What follows belongs to an exercise in optimizing a design on an open flow for small area, a short achievable clock period and few clock cycles; a production flow would make more cautious choices.
Function was checked by simulation only, so behaviour that the tests miss may differ from the original.
Power figures rest on the tool's default switching activity, not on a simulated workload.

--- flow/run.sh ---
#!/bin/bash
# synth_recipe.tcl (not shown) runs the flow's synth.tcl, then flattens the netlist and writes it again
# the make line also repeats each setting of config.mk as NAME=value (left out here)
make -C /OpenROAD-flow-scripts/flow DESIGN_CONFIG=/design/flow/config.mk WORK_HOME=/design/flow/orfs CLKGATE_MAP_FILE= SYNTH_SCRIPT=/design/flow/synth_recipe.tcl finish
--- flow/config.mk ---
export PLATFORM = sky130hd
export DESIGN_NAME = fcsu
export DESIGN_NICKNAME = fcsu
export VERILOG_FILES = /design/flow/design.v
export SDC_FILE = /design/flow/constraint.sdc
export NUM_CORES = 4
export LEC_CHECK = 0
export CAP_MARGIN = 20
export CORE_MARGIN = 2
export CORE_UTILIZATION = 40
export SLEW_MARGIN = 20
--- flow/constraint.sdc ---
create_clock -name core_clock -period 10.0 [get_ports {clk}]
set_input_delay 2.0000 -clock core_clock [delete_from_list [all_inputs] [get_ports {clk}]]
set_output_delay 2.0000 -clock core_clock [all_outputs]
set_load 0.01 [all_outputs]
--- flow/design.v ---
module fcsu (
    input  wire        clk,
    input  wire        rst,
    input  wire        h_valid,
    output wire        h_ready,
    input  wire        h_write,
    input  wire        h_word,
    input  wire [17:0] h_addr,
    input  wire [31:0] h_wdata,
    output wire        h_done,
    output wire [31:0] h_rdata,
    output reg         in_en,
    output reg         in_we,
    output reg  [3:0]  in_wmask,
    output reg  [11:0] in_addr,
    output reg  [31:0] in_wdata,
    input  wire [31:0] in_rdata,
    output reg         out_en,
    output reg         out_we,
    output reg  [3:0]  out_wmask,
    output reg  [11:0] out_addr,
    output reg  [31:0] out_wdata,
    input  wire [31:0] out_rdata
);
    localparam [3:0] ST_OK        = 4'h0;
    localparam [3:0] ST_EMPTY     = 4'h1;
    localparam [3:0] ST_LEN_MIS   = 4'h2;
    localparam [3:0] ST_UNK_ITEM  = 4'h3;
    localparam [3:0] ST_TRUNC     = 4'h4;
    localparam [3:0] ST_BAD_WIDTH = 4'h5;
    localparam [3:0] ST_TOO_LONG  = 4'h6;
    localparam [3:0] ST_INV_ARG   = 4'h7;
    localparam [3:0] ST_SMP_END   = 4'h8;
    localparam [3:0] ST_NOT_ARMED = 4'h9;
    localparam [3:0] ST_ILLEGAL   = 4'hA;
    localparam [2:0] S_IDLE = 3'd0;    
    localparam [2:0] S_RDB  = 3'd1;    
    localparam [2:0] S_ENC  = 3'd2;    
    localparam [2:0] S_DEC1 = 3'd3;    
    localparam [2:0] S_DEC2 = 3'd4;    
    localparam [2:0] S_NXW  = 3'd5;    
    localparam [2:0] S_NX2  = 3'd6;    
    reg [2:0] state;
    reg       mflag;       
    reg [11:0] k;          
    reg [31:0] type_r, item_r, tlen_r, hdr_r, width_r, soff_r, slen_r;
    reg [13:0] in_len;
    reg [13:0] out_len;
    reg [3:0]  status;
    reg [15:0] r_hdr;
    reg        r_esc;
    reg [15:0] r_c;        
    reg        m_t;
    reg        m_dec;
    reg        su_armed;
    reg [5:0]  su_width;
    reg [13:0] su_off;
    reg [13:0] su_count;
    reg [13:0] su_pos;
    reg [31:0] su_sample;
    reg [13:0] su_p;       
    reg        su_rv;      
    function known_item;
        input [15:0] c;
        begin
            known_item = (c == 16'h0000) || (c == 16'h0018) || (c == 16'h0020) ||
                         (c == 16'h0044) || (c == 16'h008A) || (c == 16'h00B8);
        end
    endfunction
    function [1:0] kind_of;
        input [2:0] t;
        begin
            if (!t[2])          kind_of = 2'd0;
            else if (t == 3'd4) kind_of = 2'd1;
            else if (t == 3'd5) kind_of = 2'd2;
            else                kind_of = 2'd3;
        end
    endfunction
    wire        idle    = (state == S_IDLE);
    wire        acc     = h_valid && idle;
    wire        a_reg   = (h_addr[17:8] == 10'd0);
    wire        a_in    = (h_addr[17:14] == 4'b0100) && (h_addr[13:0] < 14'd8196);
    wire        a_out   = (h_addr[17:14] == 4'b1000) && (h_addr[13:0] < 14'd8194);
    wire [5:0]  a_off   = h_addr[7:2];
    wire        a_cmd   = (h_addr[17:2] == 16'd0);
    wire        legal   = (h_wdata[31:3] == 29'd0);
    wire [2:0]  opcode  = h_wdata[2:0];
    wire        wr_reg  = acc && h_write && a_reg;
    wire        cmd_go  = wr_reg && a_cmd;           
    wire        cmd_ok  = cmd_go && legal;
    wire        pack_inv  = (type_r[31:3] != 29'd0) || tlen_r[31];
    wire        pack_esc  = type_r[2] && (tlen_r == 32'd8194);
    wire        pack_long = (tlen_r[31:13] != 19'd0);
    wire        up_inv  = (hdr_r[31:16] != 16'd0);
    wire        up_esc  = hdr_r[15] && (hdr_r[12:0] == 13'd0);
    wire        ctrl_inv  = (type_r[31:2] != 30'd0) || !known_item(item_r[15:0]) ||
                            (item_r[31:16] != 16'd0);
    wire        ctrl_long = (in_len > 14'd8187);
    wire [13:0] ctrl_total = in_len + 14'd4;
    wire        ctrl_ok   = !ctrl_inv && !ctrl_long;
    wire        data_inv  = (type_r[31:3] != 29'd0) || !type_r[2] ||
                            (!type_r[1] && in_len < 14'd2);
    wire        data_esc  = (in_len == 14'd8192);
    wire        data_long = !data_esc && (in_len > 14'd8189);
    wire [13:0] data_total = in_len + 14'd2;
    wire        data_ok   = !data_inv && !data_long;
    wire        width_ok  = (width_r[31:6] == 26'd0) && (width_r[5:0] != 6'd0) &&
                            (width_r[5:0] <= 6'd32);
    wire [14:0] win_end   = {1'b0, soff_r[13:0]} + {1'b0, slen_r[13:0]};
    wire        win_bad   = (soff_r[31:14] != 18'd0) || (slen_r[31:14] != 18'd0) ||
                            (win_end > {1'b0, in_len});
    wire [5:0]  width_p7  = width_r[5:0] + 6'd7;
    wire [2:0]  start_bps = width_p7[5:3];
    reg  [13:0] start_count;
    always @(*) begin
        case (start_bps[1:0])
            2'd1:    start_count = slen_r[13:0];
            2'd2:    start_count = {1'b0, slen_r[13:1]};
            2'd3:    start_count = slen_r[13:0] / 14'd3;
            default: start_count = {2'b0, slen_r[13:2]};
        endcase
    end
    wire [5:0]  su_wp7  = su_width + 6'd7;
    wire [2:0]  su_bps  = su_wp7[5:3];
    wire [1:0]  su_o    = su_p[1:0];
    wire [3:0]  su_oe   = {2'b0, su_o} + {1'b0, su_bps};
    wire        su_span = (su_oe > 4'd4);              
    wire        su_more = su_armed && (su_pos != su_count);
    wire        nx_slow = su_more && (!su_rv || su_span);
    wire [63:0] su_rot2 = {in_rdata, in_rdata} >> {su_o, 3'b000};
    wire [31:0] su_rot  = su_rot2[31:0];    
    wire [2:0]  rd_type   = m_t ? r_hdr[15:13] : 3'd0;
    wire [1:0]  rd_kind   = kind_of(rd_type);
    wire [15:0] rd_item   = (rd_type[2] && rd_type[1:0] != 2'd0) ? 16'd0 : r_c;
    wire [15:0] rd_seq    = (rd_type == 3'd5) ? r_c : 16'd0;
    wire [13:0] rd_declen = !m_t ? 14'd0 : r_esc ? 14'd8194 : {1'b0, r_hdr[12:0]};
    wire        rd_off4   = !(r_hdr[15] && r_hdr[14]);
    wire [2:0]  rd_boff   = !m_dec ? 3'd0 : rd_off4 ? 3'd4 : 3'd2;
    wire [13:0] rd_blen   = !m_dec ? 14'd0 : rd_declen - {11'd0, rd_boff};
    reg [31:0] reg_rdata;
    always @(*) begin
        case (a_off)
            6'h01: reg_rdata = {28'd0, status};
            6'h02: reg_rdata = type_r;
            6'h03: reg_rdata = item_r;
            6'h04: reg_rdata = tlen_r;
            6'h05: reg_rdata = hdr_r;
            6'h06: reg_rdata = width_r;
            6'h07: reg_rdata = soff_r;
            6'h08: reg_rdata = slen_r;
            6'h09: reg_rdata = {18'd0, in_len};
            6'h0A: reg_rdata = {18'd0, out_len};
            6'h0B: reg_rdata = {30'd0, rd_kind};
            6'h0C: reg_rdata = {29'd0, rd_type};
            6'h0D: reg_rdata = {16'd0, rd_item};
            6'h0E: reg_rdata = {16'd0, rd_seq};
            6'h0F: reg_rdata = {29'd0, rd_boff};
            6'h10: reg_rdata = {18'd0, rd_blen};
            6'h11: reg_rdata = {16'd0, r_hdr};
            6'h12: reg_rdata = {18'd0, rd_declen};
            6'h13: reg_rdata = {31'd0, r_esc};
            6'h14: reg_rdata = {10'd0, su_width, 5'd0, su_bps, 7'd0, su_armed};
            6'h15: reg_rdata = {18'd0, su_off};
            6'h16: reg_rdata = {18'd0, su_count};
            6'h17: reg_rdata = {18'd0, su_pos};
            6'h18: reg_rdata = su_sample;
            6'h19: reg_rdata = 32'h4643_5301;
            6'h1A: reg_rdata = 32'd8196;
            default: reg_rdata = 32'd0;
        endcase
    end
    wire [31:0] rdb_word = mflag ? out_rdata : in_rdata;
    wire [7:0]  rdb_byte = rdb_word[8*k[1:0] +: 8];
    wire [13:0] enc_last_w = in_len + (mflag ? 14'd5 : 14'd3);
    wire        enc_last   = (k == enc_last_w[13:2]);
    wire [11:0] k_m1       = k - 12'd1;
    wire slow_cmd = cmd_ok && ((opcode == 3'd3 && ctrl_ok) || (opcode == 3'd4 && data_ok) ||
                               (opcode == 3'd5) || (opcode == 3'd7 && nx_slow));
    wire host_in  = acc && a_in;
    wire host_rdb = acc && !h_write && (a_in || a_out);
    wire fast_done = acc && !host_rdb && !slow_cmd;
    wire nx_cmd   = cmd_ok && (opcode == 3'd7);
    wire nx_step1 = (nx_cmd && su_more && su_rv) || (state == S_NXW && su_rv);
    wire nx_step2 = (state == S_NX2);
    wire nx_fin   = (nx_step1 && !su_span) || nx_step2;
    wire su_fetch = su_armed && !su_rv && ((idle && !host_in) || state == S_NXW);
    wire su_fetch2 = nx_step1 && su_span;
    reg done_c;
    always @(*) begin
        case (state)
            S_IDLE:  done_c = fast_done;
            S_RDB:   done_c = 1'b1;
            S_ENC:   done_c = enc_last;
            S_DEC2:  done_c = 1'b1;
            S_NXW:   done_c = su_rv && !su_span;
            S_NX2:   done_c = 1'b1;
            default: done_c = 1'b0;
        endcase
    end
    assign h_ready = idle;
    assign h_done  = done_c;
    assign h_rdata = (state == S_RDB) ? {24'd0, rdb_byte} :
                     a_reg ? reg_rdata : 32'd0;
    always @(*) begin
        in_en    = 1'b0;
        in_we    = 1'b0;
        in_wmask = h_word ? 4'hF : (4'b0001 << h_addr[1:0]);
        in_wdata = h_word ? h_wdata : {4{h_wdata[7:0]}};
        in_addr  = su_p[13:2];
        if (host_in) begin
            in_en   = 1'b1;
            in_we   = h_write;
            in_addr = h_addr[13:2];
        end else if (state == S_ENC) begin
            in_en   = 1'b1;
            in_addr = k;
        end else if (state == S_DEC1) begin
            in_en   = 1'b1;
            in_addr = 12'd0;
        end else if (su_fetch2) begin
            in_en   = 1'b1;
            in_addr = su_p[13:2] + 12'd1;
        end else if (su_fetch) begin
            in_en   = 1'b1;
        end
    end
    always @(*) begin
        out_en    = 1'b0;
        out_we    = 1'b0;
        out_wmask = 4'hF;
        out_addr  = h_addr[13:2];
        out_wdata = in_rdata;
        if (state == S_ENC) begin
            out_we = 1'b1;
            if (mflag) begin
                out_en    = (k != 12'd0);
                out_addr  = k_m1;
                out_wdata = {in_rdata[15:0], (k == 12'd1) ? r_hdr : r_c};
            end else begin
                out_en   = 1'b1;
                out_addr = k;
                if (k == 12'd0)
                    out_wdata = {item_r[15:0], r_hdr};
            end
        end else if (acc && !h_write && a_out) begin
            out_en = 1'b1;
        end
    end
    wire [15:0] dec_w    = in_rdata[15:0];
    wire [15:0] dec_c    = in_rdata[31:16];
    wire [2:0]  dec_t    = dec_w[15:13];
    wire        dec_esc  = dec_t[2] && (dec_w[12:0] == 13'd0);
    wire [13:0] dec_decl = dec_esc ? 14'd8194 : {1'b0, dec_w[12:0]};
    wire        dec_sub  = !(dec_t[2] && dec_t[1]);           
    integer i;
    always @(posedge clk) begin
        if (rst) begin
            state <= S_IDLE;
            mflag <= 1'b0; k <= 12'd0;
            type_r <= 32'd0; item_r <= 32'd0; tlen_r <= 32'd0; hdr_r <= 32'd0;
            width_r <= 32'd0; soff_r <= 32'd0; slen_r <= 32'd0;
            in_len <= 14'd0; out_len <= 14'd0; status <= ST_OK;
            r_hdr <= 16'd0; r_esc <= 1'b0; r_c <= 16'd0; m_t <= 1'b0; m_dec <= 1'b0;
            su_armed <= 1'b0; su_width <= 6'd0; su_off <= 14'd0;
            su_count <= 14'd0; su_pos <= 14'd0; su_sample <= 32'd0;
            su_p <= 14'd0; su_rv <= 1'b0;
        end else begin
            if (su_fetch || su_fetch2)
                su_rv <= 1'b1;
            else if (in_en)
                su_rv <= 1'b0;
            else if (nx_fin && !nx_step2 && su_oe == 4'd4)
                su_rv <= 1'b0;
            if (nx_step1)
                for (i = 0; i < 4; i = i + 1)
                    su_sample[8*i +: 8] <= (i < su_bps && i + su_o < 4) ? su_rot[8*i +: 8] : 8'd0;
            if (nx_step2)
                for (i = 0; i < 4; i = i + 1)
                    if (i < su_bps && i + su_o >= 4)
                        su_sample[8*i +: 8] <= su_rot[8*i +: 8];
            if (nx_fin) begin
                su_pos <= su_pos + 14'd1;
                su_p   <= su_p + {11'd0, su_bps};
                status <= ST_OK;
            end
            case (state)
                S_IDLE: if (acc) begin
                    if (host_rdb) begin
                        state <= S_RDB;
                        mflag <= a_out;
                        k     <= {10'd0, h_addr[1:0]};
                    end
                    if (h_write && a_in)
                        su_armed <= 1'b0;
                    if (wr_reg) begin
                        case (a_off)
                            6'h02: type_r  <= h_wdata;
                            6'h03: item_r  <= h_wdata;
                            6'h04: tlen_r  <= h_wdata;
                            6'h05: hdr_r   <= h_wdata;
                            6'h06: width_r <= h_wdata;
                            6'h07: soff_r  <= h_wdata;
                            6'h08: slen_r  <= h_wdata;
                            6'h09: begin
                                su_armed <= 1'b0;
                                if (h_wdata <= 32'd8196)
                                    in_len <= h_wdata[13:0];
                            end
                            default: ;
                        endcase
                    end
                    if (cmd_go && !legal)
                        status <= ST_ILLEGAL;
                    if (cmd_ok) begin
                        if (opcode != 3'd0 && opcode <= 3'd4) begin
                            r_hdr <= 16'd0; r_esc <= 1'b0; r_c <= 16'd0;
                            m_t <= 1'b0; m_dec <= 1'b0;
                        end
                        case (opcode)
                            3'd0: status <= ST_OK;
                            3'd1: begin
                                if (pack_inv)
                                    status <= ST_INV_ARG;
                                else if (pack_esc) begin
                                    r_hdr  <= {type_r[2:0], 13'd0};
                                    r_esc  <= 1'b1;
                                    status <= ST_OK;
                                end else if (pack_long)
                                    status <= ST_TOO_LONG;
                                else begin
                                    r_hdr  <= {type_r[2:0], tlen_r[12:0]};
                                    status <= ST_OK;
                                end
                            end
                            3'd2: begin
                                if (up_inv)
                                    status <= ST_INV_ARG;
                                else begin
                                    r_hdr  <= hdr_r[15:0];
                                    r_esc  <= up_esc;
                                    m_t    <= 1'b1;
                                    status <= ST_OK;
                                end
                            end
                            3'd3: begin
                                out_len <= 14'd0;
                                if (ctrl_inv)
                                    status <= ST_INV_ARG;
                                else if (ctrl_long)
                                    status <= ST_TOO_LONG;
                                else begin
                                    out_len <= ctrl_total;
                                    r_hdr   <= {type_r[2:0], ctrl_total[12:0]};
                                    status  <= ST_OK;
                                    mflag   <= 1'b0;
                                    k       <= 12'd0;
                                    state   <= S_ENC;
                                end
                            end
                            3'd4: begin
                                out_len <= 14'd0;
                                if (data_inv)
                                    status <= ST_INV_ARG;
                                else if (data_long)
                                    status <= ST_TOO_LONG;
                                else begin
                                    out_len <= data_total;
                                    r_hdr   <= {type_r[2:0], data_esc ? 13'd0 : data_total[12:0]};
                                    r_esc   <= data_esc;
                                    status  <= ST_OK;
                                    mflag   <= 1'b1;
                                    k       <= 12'd0;
                                    state   <= S_ENC;
                                end
                            end
                            3'd5: state <= S_DEC1;
                            3'd6: begin
                                su_sample <= 32'd0;
                                su_pos    <= 14'd0;
                                su_rv     <= 1'b0;
                                if (!width_ok || win_bad) begin
                                    status   <= width_ok ? ST_INV_ARG : ST_BAD_WIDTH;
                                    su_armed <= 1'b0;
                                    su_width <= 6'd0;
                                    su_off   <= 14'd0;
                                    su_count <= 14'd0;
                                end else begin
                                    status   <= ST_OK;
                                    su_armed <= 1'b1;
                                    su_width <= width_r[5:0];
                                    su_off   <= soff_r[13:0];
                                    su_count <= start_count;
                                    su_p     <= soff_r[13:0];
                                end
                            end
                            default: begin    
                                if (!su_armed)
                                    status <= ST_NOT_ARMED;
                                else if (su_pos == su_count)
                                    status <= ST_SMP_END;
                                else if (!su_rv)
                                    state <= S_NXW;
                                else if (su_span)
                                    state <= S_NX2;
                            end
                        endcase
                    end
                end
                S_RDB: state <= S_IDLE;
                S_ENC: begin
                    k   <= k + 12'd1;
                    r_c <= enc_last ? 16'd0 : in_rdata[31:16];
                    if (enc_last)
                        state <= S_IDLE;
                end
                S_DEC1: state <= S_DEC2;
                S_DEC2: begin
                    state <= S_IDLE;
                    r_hdr <= 16'd0; r_esc <= 1'b0; r_c <= 16'd0;
                    m_t <= 1'b0; m_dec <= 1'b0;
                    if (in_len < 14'd2)
                        status <= ST_EMPTY;
                    else if (in_len != dec_decl)
                        status <= ST_LEN_MIS;
                    else if (dec_sub && in_len < 14'd4)
                        status <= ST_TRUNC;
                    else if (dec_sub && dec_t != 3'd5 && !known_item(dec_c))
                        status <= ST_UNK_ITEM;
                    else begin
                        r_hdr  <= dec_w;
                        r_esc  <= dec_esc;
                        r_c    <= dec_sub ? dec_c : 16'd0;
                        m_t    <= 1'b1;
                        m_dec  <= 1'b1;
                        status <= ST_OK;
                    end
                end
                S_NXW: if (su_rv) begin
                    if (su_span)
                        state <= S_NX2;
                    else
                        state <= S_IDLE;
                end
                S_NX2: state <= S_IDLE;
                default: state <= S_IDLE;
            endcase
        end
    end
endmodule
==> metrics.md, run 1 <==
| Metric | Value |
|---|---|
| XOR/XNOR Fraction of Synth Area | 0.0404 |
| Hold buffer count at cts | 0 |
| Run status | timing/DRC/antenna clean |
| Area growth from synthesis to final layout | 16.5% |
| Standard-cell row count | 95 |
| Number of setup violations in the final report | 0 |
| Initial core utilization | 0.404 |
| Number of buffers added on ports | 248 |
| Synthesis warning total | 1 |
| Clock Tree Root | clkbuf_16 |
| Total negative slack | 0 ps |
| Layout cell share with drive strength beyond 1 | 0.0732 |
| TritonCTS clock tree | done |
| Required @ worst endpoint | 8000 ps |
| Prevailing post-synth register cell | dfxtp_1 |
| Endpoints failing hold | 0 |
| Number of setup buffers added after CTS | 0 |
| Number of top-level design ports | 253 |
| Relative slew margins | 0.159 |
| Die Width | 264 um |
| Cts repair resizes | 0 |
| Number of buffers added by the clock tree synthesis step | 47 |
| Routability cong. | 1.06 |
| Worst-case clock buffer depth | 3 |
| Hold crit path type | reg -> reg |
| Ratio of final minimum period to clock period | 0.875 |
| CTS H-Tree Depth | 2 |
| Setup Crit Path Kind | in -> out |
| Reg clk slew, reported paths | 60 ps |
| Routed length per placed instance | 32.4 um |
| Worst vdd ir | 0.000144 V |
| Number of nets in the layout | 3905 |
| Cell with the most instances after synthesis | nand2_1 |
| Post-place instance area | 30000 sq um |
| Post-route standard cell area excluding fillers | 31600 sq um |
| Capturing element type of the critical path | primary output |
| Area fraction in compound gates after synthesis | 0.275 |
| Area inside the core boundary | 67200 sq um |
| Remaining routing DRC violations | 0 |
| Final critical path time including I/O delays and setup | 8750 ps |
| Post-synthesis cell area | 27100 sq um |
| Total congestion overflow | 0 |
| Sequential-to-total area share from yosys stat | 0.298 |
| Static leakage | 10.6 nW |
| Adder-cell area share of the yosys netlist | 0.0239 |
| Power density relative to cell area | 117 nW/um^2 |
| Gr usage total | 0.416 |
| Maximum fanout count along the critical path | 9 |
| Synth Area in Simple Gates | 0.245 |
| Kind of start point of the critical path | input port |
| Detail-routed via count per cell | 6.76 |
| Wire length of the first global-routing pass | 212000 um |
| Maximum operating frequency | 0.114 GHz |
| Average cell area after synthesis | 7.31 sq um |
| Number of flops mapped to enable cells by yosys | 0 |
| Total Routed Length | 150000 um |
| Total via count after detailed routing | 31.4k |
| Worst Tran Pin Value | 1230 ps |
| Die extent in y | 264 um |
| CP arrival | 6750 ps |
| Skew final | 26.0 ps |
| Main combinational cell family by area after synthesis | compound AO/OA/AOI/OAI gates |
| Final Hold Slack | 463 ps |
| Number of violations reported at the end of detailed-routing iteration 0 | 4816 |
| Leading cell types by count after synthesis | 761 x nand2_1, 407 x a21oi_1, 403 x dfxtp_1 |
| Power after layout | 3.68 mW |
| Antenna violations before repair | 8 |
| Synth Register Bits | 403 |
| DP HPWL | 110000 um |
| Fraction of post-synthesis cell area in the top cell type by area | 0.298 |
| Share of synthesized flip-flops with an asynchronous set or reset | 0 |
| Unrepaired setup endpoints after global routing | false |
| Pin count of the biggest net entering global routing | 196 |
| Clk sinks | 403 |
| Util after Layout | 0.470 |
| Top cell type by total area after synthesis | dfxtp_1 |
| Number of distinct library cell variants in the gate-level netlist after synthesis | 97 |
| Count of mapped cells out of synthesis | 3708 |
| Post-DRT Antenna Nets | 0 |
| Max cap viols | 0 |
| Area of the die | 69800 sq um |
| Area contributors post-synth | dfxtp_1 30%, nand2_1 11%, a21oi_1 7.5%, a22oi_1 4.4%, clkbuf_1 4.3% |
| Max-slew violations | 0 |
| DRT Pass-1 Iters | 8 |
| Via count of the first global-routing pass | 28.1k |
| Source-to-sink clock delay at the later pin of the worst-skew pair | 620 ps |
| Multiplexer area fraction after synthesis | 0.0550 |
layer usage:
metal | vias up | GRT usage | routed length, um
li1 | 13505 | - | -
met1 | 14830 | 0.508 | 55600
met2 | 2390 | 0.613 | 62200
met3 | 650 | 0.119 | 17900
met4 | 12 | 0.325 | 14700
met5 | - | 0 | 74
cell usage in the layout, fill, tap and decap left out, types with 52 or more instances in the layout:
cell type        synthesis  final
buf_4                   16     95
o21ai_0                146    145
nor2_1                 262    253
dfxtp_1                403    401
nand2_1                761    754
clkdlybuf4s50_1          0    247
a21oi_1                407    407
a221oi_1                83     83
xnor2_1                 75     75
a22o_1                  52     52
nor4_1                  62     62
nand2b_1                59     59
nand3_1                 80     80
a22oi_1                160    160
critical path, cell delays in order:
cell and delay, ps:
clkdlybuf4s50_1 680, nor4_1 440, nand3_1 220, or4_1 720, nor3_2 460, a31oi_2 280, nor3_2 540, nand3_1 240
nor2_1 180, xor2_1 160, a22oi_1 80, o21ai_0 170, clkdlybuf4s50_1 560
flip-flops by register name, indices dropped and copies added (netlist names), 4 cells and up:
| register | cells |
|---|---|
| hdr_r | 32 |
| in_len | 14 |
| item_r | 32 |
| k | 12 |
| out_len | 14 |
| r_c | 16 |
| r_hdr | 16 |
| slen_r | 32 |
| soff_r | 32 |
| status | 4 |
| su_count | 14 |
| su_off | 14 |
| su_p | 14 |
| su_pos | 14 |
| su_sample | 32 |
| su_width | 6 |
| tlen_r | 32 |
| type_r | 32 |
| width_r | 32 |
final timing paths:
path | startpoint | cells after the start | slack [ps] | endpoint
worst min-delay path | out_len[0] | 2 | 460 | out_len[0]
worst min register to register | out_len[0] | 2 | 460 | out_len[0]
worst max-delay path | h_wdata[28] | 13 | 1250 | in_addr[11]
worst max register to register | slen_r[1] | 25 | 3530 | su_count[1]
report_power, final:
part | internal [mW] | total (mW) | switching [mW] | leakage, nW
combinational | 0.117 | 0.309 | 0.192 | 6.61
clock | 1.02 | 1.77 | 0.750 | 0.743
sequential | 1.61 | 1.61 | 0.000171 | 3.24
total | 2.74 | 3.68 | 0.942 | 10.6
through the flow:
step | std cells | setup WS [ps]
floorplan | 3711 | 3180
global placement | 4560 | 1440
detailed placement | 4560 | 1390
CTS | 4642 | 1390
global route | 4642 | 860
finish | 4645 | 1250
area by class of cell:
class	instances	area, sq um
Multi-Input combinational cell	2881	17400
Fill cell	6799	35600
Sequential cell	403	8070
Tap cell	873	1090
Inverter	59	221
Antenna cell	3	7.51
Timing Repair Buffer	344	3220
Clock inverter	12	180
Clock buffer	70	1350
cells by family after synthesis:
| group | Yosys count |
|---|---|
| muxes | 93 |
| other | 1 |
| buffers and inverters | 427 |
| DFF | 403 |
| AOI/OAI and AO/OA | 1136 |
| adders and majority gates | 50 |
| and+or+nand+nor | 1473 |
| xor gates and xnor gates | 125 |
Testbench counts, summed over its fixed seeds: cycles 125,807.
==> run 2: changes to the inputs <==
--- a/flow/config.mk
+++ b/flow/config.mk
@@ -5,6 +5,7 @@
 export SDC_FILE = /design/flow/constraint.sdc
 export NUM_CORES = 4
 export LEC_CHECK = 0
+export ABC_AREA = 1
 export CAP_MARGIN = 20
 export CORE_MARGIN = 2
 export CORE_UTILIZATION = 40
==> run 2 against run 1 <==
Still clean on timing, DRC and antenna. Clock skew up 19 ps. Global-route usage up 1.3 points. Setup slack better by 49 ps. First-iteration DRC count down 3.8%. Core utilization up 0.73 points. Worst hold slack better by 29 ps. Count of clock-buffer cells in the layout down 3. Critical path type unchanged. Critical endpoint is now h_rdata[16].
==> metrics.md, run 2 <==
| Metric | Value |
|---|---|
| Static leakage | 11.9 nW |
| Share of synthesized flip-flops with an asynchronous set or reset | 0 |
| Area contributors post-synth | dfxtp_1 30%, o21ai_0 8.7%, inv_1 7.8%, nor2_1 6.8%, nand2_1 6.5% |
| Standard-cell row count | 94 |
| CP cell instances | clkdlybuf4s50_1 -> nor2_1 -> clkinv_1 -> nor2_1 -> inv_1 -> nor2_1 -> buf_4 -> clkinv_1 -> buf_4 -> nand4_1 -> nor3_1 -> nor3_1 -> buf_4 -> inv_1 -> buf_4 -> a31oi_1 -> clkdlybuf4s50_1 |
| Synth Area in Simple Gates | 0.209 |
| Number of violations reported at the end of detailed-routing iteration 0 | 4634 |
| Run status | timing/DRC/antenna clean |
| Util after Layout | 0.478 |
| Multiplexer area fraction after synthesis | 0.000757 |
| Fraction of post-synthesis cell area in the top cell type by area | 0.305 |
| CTS H-Tree Depth | 2 |
| Multi-input logic area | 15200 sq um |
| Setup Crit Path Kind | in -> out |
| Max-slew violations | 0 |
| Area fraction in compound gates after synthesis | 0.311 |
| Detail-routed via count per cell | 6.28 |
| Endpoints failing hold | 0 |
| Skew final | 44.6 ps |
| Number of top-level design ports | 253 |
| Pin count of the biggest net entering global routing | 95 |
| Clock Tree Root | clkbuf_16 |
| Hold buffer count at cts | 0 |
| Layout cell share with drive strength beyond 1 | 0.0554 |
| Capturing element type of the critical path | primary output |
| Number of buffers added on ports | 248 |
| Initial core utilization | 0.403 |
| TritonCTS clock tree | done |
| Area growth from synthesis to final layout | 18.5% |
| Die extent in y | 261 um |
| Clk sinks | 403 |
| Count of mapped cells out of synthesis | 4006 |
| Cts repair resizes | 0 |
| Post-DRT Antenna Nets | 0 |
| Cell with the most instances after synthesis | inv_1 |
| Leading cell types by count after synthesis | 551 x inv_1, 477 x nor2_1, 460 x nand2_1 |
| Maximum operating frequency | 0.115 GHz |
| DP HPWL | 114000 um |
| Required @ worst endpoint | 8000 ps |
| Crit path top cell by count | buf_4 |
| Antenna violations before repair | 13 |
| Synthesis warning total | 1 |
| Synth Register Bits | 403 |
| Final Hold Slack | 492 ps |
| Worst-case clock buffer depth | 3 |
| Ratio of final minimum period to clock period | 0.870 |
| Hold crit path type | reg -> reg |
| Area inside the core boundary | 65600 sq um |
| CP arrival | 6700 ps |
| Total congestion overflow | 0 |
| Post-synthesis cell area | 26500 sq um |
| Largest delay share family, worst path | buffers and inverters |
| Final standard cell count with taps included and fillers excluded | 5037 |
| Kind of start point of the critical path | input port |
| Standard cell with the maximum stage delay on the critical path | clkdlybuf4s50_1 |
| Relative slew margins | 0.198 |
| Post-Place Cells | 4934 |
| Number of setup buffers added after CTS | 0 |
| Reg clk slew, reported paths | 60 ps |
| Number of distinct library cell variants in the gate-level netlist after synthesis | 67 |
| Top library cells by usage in the layout, fill and taps aside | 550 x inv_1, 467 x nor2_1, 459 x o21ai_0, 459 x nand2_1, 401 x dfxtp_1 |
| Crit path buf inv count | 10 |
| Area of the die | 68200 sq um |
| Total Routed Length | 150000 um |
| Average cell area after synthesis | 6.60 sq um |
| FF/Latch Area | 8070 sq um |
| Number of nets in the layout | 4293 |
| Via count of the first global-routing pass | 28.5k |
| Total negative slack | 0 ps |
| Unrepaired setup endpoints after global routing | false |
| Largest stage delay on the critical path | 670 ps |
| Routability cong. | 1.12 |
| Wire length of the first global-routing pass | 210000 um |
| Main combinational cell family by area after synthesis | compound AO/OA/AOI/OAI gates |
| Remaining routing DRC violations | 0 |
| XOR/XNOR Fraction of Synth Area | 0.0278 |
| Maximum fanout count along the critical path | 25 |
| Final critical path time including I/O delays and setup | 8700 ps |
| Top cell type by total area after synthesis | dfxtp_1 |
| DRT Pass-1 Iters | 8 |
| Adder-cell area share of the yosys netlist | 0.0245 |
| Gr usage total | 0.429 |
| Total via count after detailed routing | 31.6k |
| Die Width | 261 um |
| Power density relative to cell area | 125 nW/um^2 |
| Sequential-to-total area share from yosys stat | 0.305 |
| Prevailing post-synth register cell | dfxtp_1 |
| Number of setup violations in the final report | 0 |
| Commonest non-fill, non-tap cell in the layout | inv_1 |
| Routed length per placed instance | 29.8 um |
| Source-to-sink clock delay at the later pin of the worst-skew pair | 640 ps |
| Post-place instance area | 29600 sq um |
| Number of buffers added by the clock tree synthesis step | 50 |
| Number of flops mapped to enable cells by yosys | 0 |
| Max cap viols | 0 |
| Number of fill cells in the layout | 6891 |
| Worst vdd ir | 0.000122 V |
| Worst Tran Pin Value | 1180 ps |
| Post-route standard cell area excluding fillers | 31300 sq um |
run 2: worst paths after layout:
path                    from          end  slack [ps]  depth (start not counted)
setup / recovery   h_addr[7]  h_rdata[16]        1300                         17
hold / removal    item_r[20]   item_r[20]         490                          2
setup reg to reg   slen_r[2]  su_count[0]        4120                         31
hold reg to reg   item_r[20]   item_r[20]         490                          2
run 2: layer usage:
layer	part of all wire	up-vias	GRT usage
met2	0.41	2261	0.628
met3	0.12	567	0.136
met1	0.38	14646	0.527
met4	0.090	10	0.313
li1	-	14147	-
met5	0.00081	-	0.00833
run 2: stage by stage:
step / total power, mW / worst slack (ps)
floorplan: 1.80 / 3420
global placement: 2.00 / 1720
detailed placement: 1.99 / 1660
CTS: 3.91 / 1630
global route: 4.00 / 1170
finish: 3.92 / 1300
run 2: final cells by class:
type	instances	area share
multi-input cells	2762	0.486
flip-flops and latches	403	0.257
repair buffers	314	0.0952
inverters	593	0.0712
clock buffers	67	0.0445
well taps	864	0.0345
clock inverters	27	0.0105
diodes	7	0.000559
run 2: cells by family after synthesis:
logic type / after synthesis
adders and majority gates: 50
other: 1
DFF: 403
buffers and inverters: 844
xor gates and xnor gates: 84
and+or+nand+nor: 1272
AOI/OAI and AO/OA: 1350
muxes: 2
run 2: where the power goes:
group	total (mW)	switching (mW)	leakage (nW)	internal, mW
clock	1.94	0.822	0.843	1.12
combinational	0.364	0.245	7.79	0.120
sequential	1.61	0.00319	3.25	1.61
run 2: tightest hold or removal path: stages, from the launching register on:
cell	delay (ps)
dfxtp_1	310
inv_1	70
a211oi_1	70

==> what the ideal ports hide <==
In the flow no input, the clock included, has a driving cell. The finished layouts below were timed again as built, in two steps.
Step 1 assumes that a clkbuf_16 drives the clock port and a buf_2 every other input.
Step 2 adds t to the input delays and takes it off the output delays; t is the mean of the earliest and latest rising clock arrival at the registers after step 1. Input paths then give back, and output paths get back, about the clock's delay inside the block.
Three values: ideal, step 1, step 2; two values: the first two.
run	t, ns	setup WS [ns]	pins driven straight from the clock port
run 1	0.674	1.254 / 1.227 / 1.227	1
run 2	0.688	1.303 / 1.272 / 1.272	1
After both steps every run listed still meets setup and hold. The setup slack of run 2, which loses most, moves by -0.031 ns with the drivers and by -0.031 ns with both steps.
